Background: an optimization exercise with open tools, aiming at small area, a short achievable clock period and few clock cycles. Do not read the settings as production practice. Only simulation tests tie the RTL to the original design; equivalence was not proved. Power is estimated from default activity; no workload was simulated.

==> flow/design.v, too long to show whole: its modules and the start of the top module <==
// module vs_layout: 1481 lines
module vs_layout (
    input  wire        clk,
    input  wire        rst,
    input  wire        start,
    input  wire [4:0]  fmt,
    input  wire [14:0] w,
    input  wire [14:0] h,
    output reg         done,
    output wire [3:0]  errcode,    
    output wire [1:0]  nplanes,
    output wire [31:0] total,
    output wire [14:0] p0_w, p1_w, p2_w,
    output wire [14:0] p0_h, p1_h, p2_h,
    output wire [16:0] p0_stride, p1_stride, p2_stride,
    output wire [31:0] p0_offset, p1_offset, p2_offset,
    output wire [31:0] p0_size, p1_size, p2_size,
    output wire [1:0]  p0_role, p1_role, p2_role
);
  // ...
==> flow/flow/run.sh <==
#!/bin/bash
# The standard layout, with the port buffers made of the plain buffer
# sky130_fd_sc_hd__buf_1 instead of ORFS's default choice (a delay cell).
set -euo pipefail
cd "$(dirname "$0")/.."
export BUFFER_PORTS_ARGS="-buffer_cell sky130_fd_sc_hd__buf_1"
bash standard.sh > standard_flow.log 2>&1
==> flow/standard.sh <==
#!/bin/bash
# synth_recipe.tcl (not shown) runs the flow's synth.tcl, then flattens the netlist and writes it again
# the make line also repeats each setting of config.mk as NAME=value (left out here)
make -C /OpenROAD-flow-scripts/flow DESIGN_CONFIG=/design/flow/config.mk WORK_HOME=/design/flow/orfs CLKGATE_MAP_FILE= SYNTH_SCRIPT=/design/flow/synth_recipe.tcl "${@:-finish}"
==> flow/config.mk <==
export PLATFORM = sky130hd
export DESIGN_NAME = vs_layout
export DESIGN_NICKNAME = vs_layout
export VERILOG_FILES = /design/flow/design.v
export SDC_FILE = /design/flow/constraint.sdc
export NUM_CORES = 4
export LEC_CHECK = 0
export CAP_MARGIN = 20
export CORE_MARGIN = 2
export CORE_UTILIZATION = 60
export SETUP_SLACK_MARGIN = 5
export SLEW_MARGIN = 20
==> flow/constraint.sdc <==
create_clock -name core_clock -period 14.0 [get_ports {clk}]
set_input_delay 2.8000 -clock core_clock [delete_from_list [all_inputs] [get_ports {clk}]]
set_output_delay 2.8000 -clock core_clock [all_outputs]
set_load 0.01 [all_outputs]
==> metrics.md, run 1 <==
| Metric | Value |
|---|---|
| Status | finished clean |
| ClkCell Share | 0.0268 |
| DR WL met3 | ~3500 um |
| Core box area | approximately 0.032 sq mm |
| Most Crowded Layer GR | met2 |
| WL met2 | 26400 um |
| Post-layout total power | 5400 uW |
| Worst Hold End | done$_DFF_P_ |
| Worst Setup EP | p2_offset[27] |
| Routed Antenna Nets | 0 |
| RSZ-0062 raised after global routing | yes |
| Slew Limit Fails | 0 |
| Main synth FF type | dfxtp_1 |
| Biggest regs | qc x28, qs x28 |
| Sequential power | 521 uW |
| Final min period | 9080 ps |
| NonClk Buf Share | 0.0873 |
| CTS sink cnt | ~110 |
| Post-Layout Cell Count | between 3k and 4k |
| Setup crit start kind | register |
| CTS tree | built |
| ANT cells | 0 |
| Critical Path Slowest Stage Cell | fa_1 |
| Fmax | roughly 0.11 GHz |
| Vias | around 17k |
| Crit path DAT | roughly 6300 ps |
| Count leader, synth | inv_1 |
| Area occupied by multi-input gates | around 0.015 sq mm |
| Psw | approximately 2900 uW |
| Post-synthesis adder-cell area fraction | 0.337 |
| Detailed-route wire length on metal 1 | around 25000 um |
| Total grt overflow | 0 |
| Worst slew margin | 0.324 |
Testbench counts, summed over its fixed seeds: cycles 3,200.
==> run 2, diff against run 1 <==
==> flow/run.sh (new file) <==
#!/bin/bash
# synth_recipe.tcl (not shown) runs the flow's synth.tcl, then flattens the netlist and writes it again
# the make line also repeats each setting of config.mk as NAME=value (left out here)
make -C /OpenROAD-flow-scripts/flow DESIGN_CONFIG=/design/flow/config.mk WORK_HOME=/design/flow/orfs CLKGATE_MAP_FILE= SYNTH_SCRIPT=/design/flow/synth_recipe.tcl finish
removed: flow/flow/run.sh
removed: flow/standard.sh
==> metrics.md, run 2 <==
| Metric | Value |
|---|---|
| Critical path class | register to output pin (unchanged) |
| Area leader, netlist | fa_1 (unchanged) |
| Starting Density | 0.605 (unchanged) |
| Worst slew margin | 0.325 (was 0.324) |
| Worst path required time | 11200 ps (about the same) |
| Antenna violations before repair | 0 (was 2) |
| Final Hold Vio Count | 0 (unchanged) |
| Final TNS setup | 0 ps (unchanged) |
| Die area | 0.0341 sq mm (unchanged) |
| Iter 0 DRT Violations | 1216 (was 988) |
| Synthesized area | 0.0196 sq mm (unchanged) |
| Max Cap Viol | 0 (unchanged) |
| Dpl ws | 4150 ps (was 4520 ps) |
| Area Growth Syn to Fin | 22.9% (was 10.9%) |
| Routed Antenna Nets | 0 (unchanged) |
| Top cells by count, synth | inv_1, fa_1, buf_4 (unchanged) |
| H-tree Lvls | 4 (unchanged) |
| Main synth FF type | dfxtp_1 (unchanged) |
| Met1 usage | 0.440 (was 0.441) |
| Final min period | 9140 ps (was 9080 ps) |
| Met2 Resource Use GR | 0.572 (was 0.534) |
| Top cell type's share of synthesized area | 0.226 (unchanged) |
| Num CTS Buffers | 17 (unchanged) |
| CTS sink cnt | 114 (unchanged) |
| Pleak | 0.0110 uW (was 0.00986 uW) |
| Largest net degree at the start of global routing | 95 (unchanged) |
| Layout cells sized above 1 | 0.115 (was 0.104) |
| RSZ-0062 raised after global routing | yes (unchanged) |
| IO Count | 416 (unchanged) |
| Crit path DAT | 6340 ps (was 6280 ps) |
| Register area share after synthesis | 0.117 (unchanged) |
| Die width | 185 um (unchanged) |
| DRC | 0 (unchanged) |
| Status | finished clean (unchanged) |
| Vias | 17.0k (was 16.8k) |
| Met3 Usage GRT | 0.0391 (was 0.0411) |
| Post-layout total power | 5990 uW (was 5400 uW) |
| Final Wtd Congestion | 0.944 (was 0.905) |
| Post-synth cell types | 86 (unchanged) |
| Commonest non-fill, non-tap cells in the layout | clkdlybuf4s50_1, inv_1, fa_1 (was buf_1, inv_1, fa_1) |
| Worst setup path start | t[1]$_SDFF_PP0_ (unchanged) |
| IR Drop Worst-Case VDD | 0.299 mV (was 0.306 mV) |
| First-pass GRT wire length | 89100 um (was 87000 um) |
| Biggest regs | qc x28, qs x28 (unchanged) |
| First-pass DRT Iterations | 5 (was 6) |
| Post-Syn Instances | 2346 (unchanged) |
| Slew @ Worst Pin | 1010 ps (about the same) |
| Routed WL | 58400 um (was 56500 um) |
| Core box area | 0.0324 sq mm (unchanged) |
| Vias per cell | 5.62 (was 5.56) |
| Yosys reg bits | 114 (unchanged) |
| Die Y | 185 um (unchanged) |
| Worst-path clk slew | 60 ps (was 50 ps) |
| Slew Limit Fails | 0 (unchanged) |
| Setup slack after layout | 4860 ps (was 4920 ps) |
| Count of buffers from port buffering | 355 (unchanged) |
| FFs w/ async S/R, synth | 0 (unchanged) |
| Final setup vio count | 0 (unchanged) |
| Final period util | 0.653 (was 0.649) |
| Total grt overflow | 0 (unchanged) |
| Number of global-route vias before repair | 16.6k (was 16.0k) |
| Total GRT Usage | 0.336 (was 0.327) |
| Fmax | 0.109 GHz (was 0.110 GHz) |
| Crit end category | output pin (unchanged) |
| Worst Path Max Fanout | 8 (was 7) |
| Top cells by area, synth | fa_1, dfxtp_1, ha_1, buf_4, and2_1 (unchanged) |
| Hold Path Class | input port to register (unchanged) |
| CTS max path bufs | 2 (unchanged) |
| Synthesis Warnings | 1 (unchanged) |
| Commonest non-fill, non-tap cell in the layout | clkdlybuf4s50_1 (was buf_1) |
| Count leader, synth | inv_1 (unchanged) |
| # rows | 66 (unchanged) |
| ANT cells | 0 (unchanged) |
| Most Crowded Layer GR | met2 (unchanged) |
| DP HPWL | 44800 um (was 43400 um) |
| Root Buffer | clkbuf_16 (unchanged) |
| CTS tree | built (unchanged) |
| Mean area per synthesized cell | 8.35 sq um (unchanged) |
| Nets | 3011 (was 2993) |
| Pwr dens | 249 mW/mm^2 (about the same) |
| Worst Setup EP | p2_offset[30] (was p2_offset[27]) |
| Wire per inst | 19.2 um (was 18.7 um) |
| Setup crit start kind | register (unchanged) |
| Post-synth EDFFs | 0 (unchanged) |
## run 2: cell counts after synthesis
Identical to the previous run, type by type.
## run 2: repair_timing
action / 4_1_cts / 5_1_grt
gates resized for setup: 148 / 99
endpoints found under the setup margin: 48 / 50
pin swaps: 48 / 49
hold buffers: 0 / 0
setup buffers: 40 / 31
## run 2: cell type report
class,instances,area [sq um]
clock buffer,17,425
clock inverter,15,156
fill,2507,8310
inverter,281,1050
multi-input combinational,1724,15400
sequential,114,2310
tap,442,553
timing repair buffer,441,4200
## run 2: critical path: stages (launching register included)
cell and delay, ps:
dfxtp_4 370, buf_6 140, and2_4 130, fa_1 530, fa_1 460, ha_4 290, o21a_1 160, o21ai_2 70
a31o_4 230, o31ai_4 250, buf_4 180, a31oi_4 90, nand4b_1 280, a21oi_2 250, or3_1 170, a32oi_2 120
o21ai_2 330, ha_4 260, and3_1 210, a221o_1 380, a21oi_4 160, buf_4 130, o211ai_1 160, buf_4 190
nand2_2 40, nand3_1 70, o21ai_1 110, buf_2 160
## run 2: worst min-delay path by stage
stage	start	end	slack [ps]	depth (start not counted)
4_1_cts	rst	done$_DFF_P_	2910	2
2_1_floorplan	h[0]	hr[0]$_DFF_P_	2830	0
6_report	w[3]	wr[3]$_DFF_P_	2680	1
3_5_place_dp	rst	done$_DFF_P_	3340	2
5_1_grt	w[3]	wr[3]$_DFF_P_	2680	1
3_3_place_gp	rst	done$_DFF_P_	3330	2
## run 2: cells by family (layout without fill, tap and decap cells)
group / Yosys count / count (layout) / synth area share
simple gates: 709 / 709 / 0.188
buf+inv: 567 / 754 / 0.148
compound gates: 404 / 404 / 0.140
fa+ha+maj: 395 / 395 / 0.337
xor+xnor: 142 / 142 / 0.0635
flops: 114 / 114 / 0.117
mux: 13 / 13 / 0.00684
other cells: 2 / 61 / 0.000384
## run 2: report_power, final
group / switching [uW] / total [uW] / internal [uW] / leakage (uW)
Combinational: 2710 / 5040 / 2330 / 0.00974
Sequential: 95.2 / 520 / 425 / 0.000958
Clock: 161 / 423 / 263 / 0.000284
## run 2: through the flow
stage               instance area, sq um  hold slack (ps)  cells   util
global route                       24100             2680   3034  0.743
floorplan                          19800             2830   2405      -
CTS                                23500             2910   3003  0.727
global placement                   22200             3330   2931  0.686
detailed placement                 22200             3340   2931  0.686
finish                             24100             2680   3034  0.743
## run 2: per-layer routing
layer | share of wire | up-vias
met5 | 0 | -
met4 | 0.034 | 0
met3 | 0.069 | 115
met2 | 0.48 | 728
met1 | 0.41 | 8354
li1 | - | 7847

separate check: timing with driven ports:
The results above use ideal ports. As a check the final layouts listed here were re-extracted and re-timed, cells and wires unchanged.
Step 1 assumes that a clkbuf_16 drives the clock port and a buf_2 every other input.
Step 2, shift: input delay + t, output delay - t, t = (earliest + latest rising clock arrival at the registers) / 2. This alone moves slack from input paths to output paths.
Three values: ideal ports, drivers, drivers and shift; two values: the first two.
run | t, ns | slack for setup (ns) | worst setup path after step 2 | slew at the worst register clock pin (ns)
run 1 | 0.454 | 4.920 / 4.874 / 4.945 | input to register | 0.06 / 0.06
run 2 | 0.463 | 4.864 / 4.815 / 4.863 | input to register | 0.06 / 0.06
After both steps setup and hold are still met in every run listed. For run 2, which loses most, drivers alone change the setup slack by -0.049 ns; drivers and shift together by -0.001 ns.
